This design comes from an exercise in tuning for small area, a short achievable clock period and few clock cycles per item on the open sky130 flow, not from production work.
Function was checked by simulation only, so behaviour that the tests miss may differ from the original.
No activity file was given, so power comes from the tool's default toggle rates.

## flow/design.v (module list and top-level ports; edited modules follow where they fit)
// module bc4_block_decoder: 1137 lines
module bc4_block_decoder (
    input  wire         clk,
    input  wire         rst,
    input  wire         in_valid,
    output wire         in_ready,
    input  wire [63:0]  in_block,
    output wire         out_valid,
    input  wire         out_ready,
    output wire [127:0] out_texels
);
  // ...
==> flow/run.sh <==
#!/bin/bash
# synth_recipe.tcl (not shown) runs the flow's synth.tcl, then flattens the netlist and writes it again
# the make line also repeats each setting of config.mk as NAME=value (left out here)
make -C /OpenROAD-flow-scripts/flow DESIGN_CONFIG=/design/flow/config.mk WORK_HOME=/design/flow/orfs CLKGATE_MAP_FILE= SYNTH_SCRIPT=/design/flow/synth_recipe.tcl finish
==> flow/config.mk <==
export PLATFORM = sky130hd
export DESIGN_NAME = bc4_block_decoder
export DESIGN_NICKNAME = bc4_block_decoder
export VERILOG_FILES = /design/flow/design.v
export SDC_FILE = /design/flow/constraint.sdc
export NUM_CORES = 4
export LEC_CHECK = 0
export ABC_AREA = 1
export CAP_MARGIN = 20
export CORE_MARGIN = 2
export CORE_UTILIZATION = 60
export PLACE_DENSITY = 0.7
export SETUP_SLACK_MARGIN = 5
export SLEW_MARGIN = 20
==> flow/constraint.sdc <==
create_clock -name core_clock -period 12.0 [get_ports {clk}]
set_input_delay 2.4000 -clock core_clock [delete_from_list [all_inputs] [get_ports {clk}]]
set_output_delay 2.4000 -clock core_clock [all_outputs]
set_load 0.01 [all_outputs]
==> results.py, run 1 <==
metrics = {
    "route": {
        "viasPerCell": 6.92,
        "top_layer": "met5",
    },
    "setup_path": {
        "crit_buf_inv": 2,
        "cp_cell_sequence": "clkinv_1 -> nor2_1 -> a21oi_1 -> o2111ai_1 -> clkdlybuf4s50_1",
        "crit_slowest_cell": "edfxtp_1",
        "r2r_end": "e4[7]",
        "cp_num_cells": 5,
        "rr_startpoint": "ib[18]",
    },
    "layout": {
        "sh_seq_area_pct": 32.7,
        "nClkBuffers": 46,
        "buf_share_pct": 5.95,
        "syn_to_final_growth_pct": 11.1,
        "top_regs": "ib: 74 flops, sk: 74 flops, pal: 64 flops",
        "stdcell_area_um2": 34600,
    },
    "worst_hold_path": {
        "min_to": "oidx[15]",
    },
    "clock_network": {
        "cts_resized": 0,
        "clock_tree.root_cell": "clkbuf_16",
        "clk_pin_slew_ns": 0.06,
    },
    "sta": {
        "min_period_ns": 6.32,
        "finalSetupViolCount": 0,
        "hold_viol_final": 0,
    },
    "synth": {
        "muxShareOfSynthArea_pct": 0,
        "synth-simple-area-share_pct": 21.0,
        "synthFlopType": "edfxtp_1",
    },
    "die": {
        "die_w_um": 232,
        "die_height_um": 232,
    },
    "grt": {
        "antenna_found_initial": 4,
        "top_usage_layer": "met2",
    },
    "power": {
        "p_sw_w": 0.00630,
        "pg_clk_w": 0.00119,
    },
    "placement": {
        "pre_cts_slack_ns": 5.13,
    },
    "status": {
        "status": "no timing/DRC/antenna violations",
    },
}
Testbench counts, summed over its fixed seeds: cycles 984, items 960.
==> run 2, diff against run 1 <==
==> flow/flow/run.sh (new file) <==
#!/bin/bash
set -euo pipefail
bash standard.sh SETUP_SLACK_MARGIN=8 finish > standard_flow.log 2>&1
==> flow/standard.sh (new file) <==
#!/bin/bash
# synth_recipe.tcl (not shown) runs the flow's synth.tcl, then flattens the netlist and writes it again
# the make line also repeats each setting of config.mk as NAME=value (left out here)
make -C /OpenROAD-flow-scripts/flow DESIGN_CONFIG=/design/flow/config.mk WORK_HOME=/design/flow/orfs CLKGATE_MAP_FILE= SYNTH_SCRIPT=/design/flow/synth_recipe.tcl "${@:-finish}"
removed: flow/run.sh
==> results.py, run 2 <==
metrics = {
    "status": {
        "status": "aborted with a tool error",
        "stop_stage": "global routing",
        "error_line": "[ERROR GRT-0116] Global routing finished with congestion. Check the congestion regions in the DRC Viewer.",
    },
    "synth": {
        "synth.top_cell.area_share_pct": 36.0,
        "yosys-top-cells-area": "edfxtp_1 36%, nand2_1 10%, ha_1 7.3%",
        "synth_edf_count": 374,
        "syn-num-nets": 4244,
        "synthFlopType": "edfxtp_1",
        "yosys.cell_count.top_type": "nand2_1",
        "yosys-top-cells-count": "866 x nand2_1, 481 x inv_1, 374 x edfxtp_1, 298 x o22ai_1, 234 x a21oi_1",
        "yosys_warnings": 1,
        "ys_seq_elements": 379,
        "synth-seq-area-share_pct": 36.3,
        "syn_area_per_cell_um2": 7.84,
        "yosys.area.top_type": "edfxtp_1",
        "synthArstFlopShare_pct": 0,
        "mappedNetlistArea_um2": 31200,
        "synth_cell_types": 66,
        "syn_inst": 3978,
    },
    "clock_network": {
        "ctsHoldBuffers": 0,
        "clock_tree.root_cell": "clkbuf_16",
        "cts_buffers": 40,
        "htreeDepth": 2,
        "clock-sinks": 379,
        "clk_path_buf_depth": 3,
    },
    "placement": {
        "dp_hpwl_mm": 84.7,
        "dpl_cell_area_um2": 33700,
        "portBuffers": 197,
        "routabilityCongestion": 1.11,
    },
    "grt": {
        "grt_usage_pct": 64.7,
        "grt_overflow": 1,
        "grt_pass1_vias": 40664,
        "grt_max_degree": 75,
        "grt_pass1_wl_mm": 256,
    },
    "die": {
        "die_height_um": 232,
        "ios": 198,
        "rows": 83,
        "start_util_pct": 60.8,
        "die_w_um": 232,
    },
}
[run 2: cell counts after synthesis]
Identical to the previous run, type by type.
[run 2: metrics by stage]
step / util, % / power, W / worst slack, ns / hold slack, ns / instances
CTS: 84.3 / 0.0137 / 6.83 / 0.415 / 5434
detailed placement: 65.8 / 0.0103 / 6.09 / 0.405 / 4714
global placement: 65.8 / 0.0102 / 6.19 / 0.401 / 4714
floorplan: - / 0.00755 / 5.38 / 0.400 / 3978
[run 2: power by group through the flow]
| stage | logic (W) | registers [W] | clock network [W] |
|---|---|---|---|
| 2_1_floorplan | 0.00519 | 0.00236 | 0 |
| 3_3_place_gp | 0.00718 | 0.00297 | 0 |
| 3_5_place_dp | 0.00731 | 0.00297 | 0 |
| 4_1_cts | 0.00977 | 0.00267 | 0.00128 |
[run 2: cell families after synthesis]
logic type	synth area share [%]
AO/OA/AOI/OAI	22.1
XOR/XNOR	3.57
buffers and inverters	8.66
AND/OR/NAND/NOR	21.0
flip-flops	36.3
adder cells (fa/ha/maj)	8.33
[run 2: what timing repair did]
item | 4_1_cts
resized for setup | 1401
endpoints found under the setup margin | 482
buffers inserted | 640
pin swaps | 281
gates cloned | 7
hold endpoints to repair | 0
[run 2: how the worst max path moves through the flow]
stage,endpoint,slack (ns),depth (start not counted)
2_1_floorplan,sk[0],5.38,7
4_1_cts,e4[7],6.83,36
3_3_place_gp,e4[7],6.19,32
3_5_place_dp,e4[7],6.09,32
[run 2: per-layer routing]
| layer | GRT overflow | global-route usage, % |
|---|---|---|
| met1 | 0 | 68.0 |
| met2 | 0 | 83.9 |
| met3 | 0 | 46.1 |
| met4 | 1 | 52.2 |
| met5 | 0 | 33.9 |

==> static timing again, ports no longer ideal <==
Ports are ideal in the flow. The routed layout listed here was re-timed in OpenROAD.
Step 1, drivers: a clkbuf_16 drives clk and a buf_2 each remaining input, both assumed.
Step 2 moves the port delays by t, midway between the first and last clock arrival at a register: inputs arrive t later, outputs are due t later. That takes back most of the time a late clock gives input paths.
a / b / c = ideal ports / drivers / drivers and shift; a / b = the first two.
run: run 1
t, ns: 0.641
slack for setup (ns): 5.679 / 5.619 / 5.135
clock arrival spread, ns: 0.067 / 0.067
worst register clock-pin slew, ns: 0.07 / 0.07
worst slew at a driven data input, ns: 0.09
After both steps setup and hold are still met in run 1. The setup slack of run 1 moves by -0.060 ns with the drivers and by -0.544 ns with both steps.
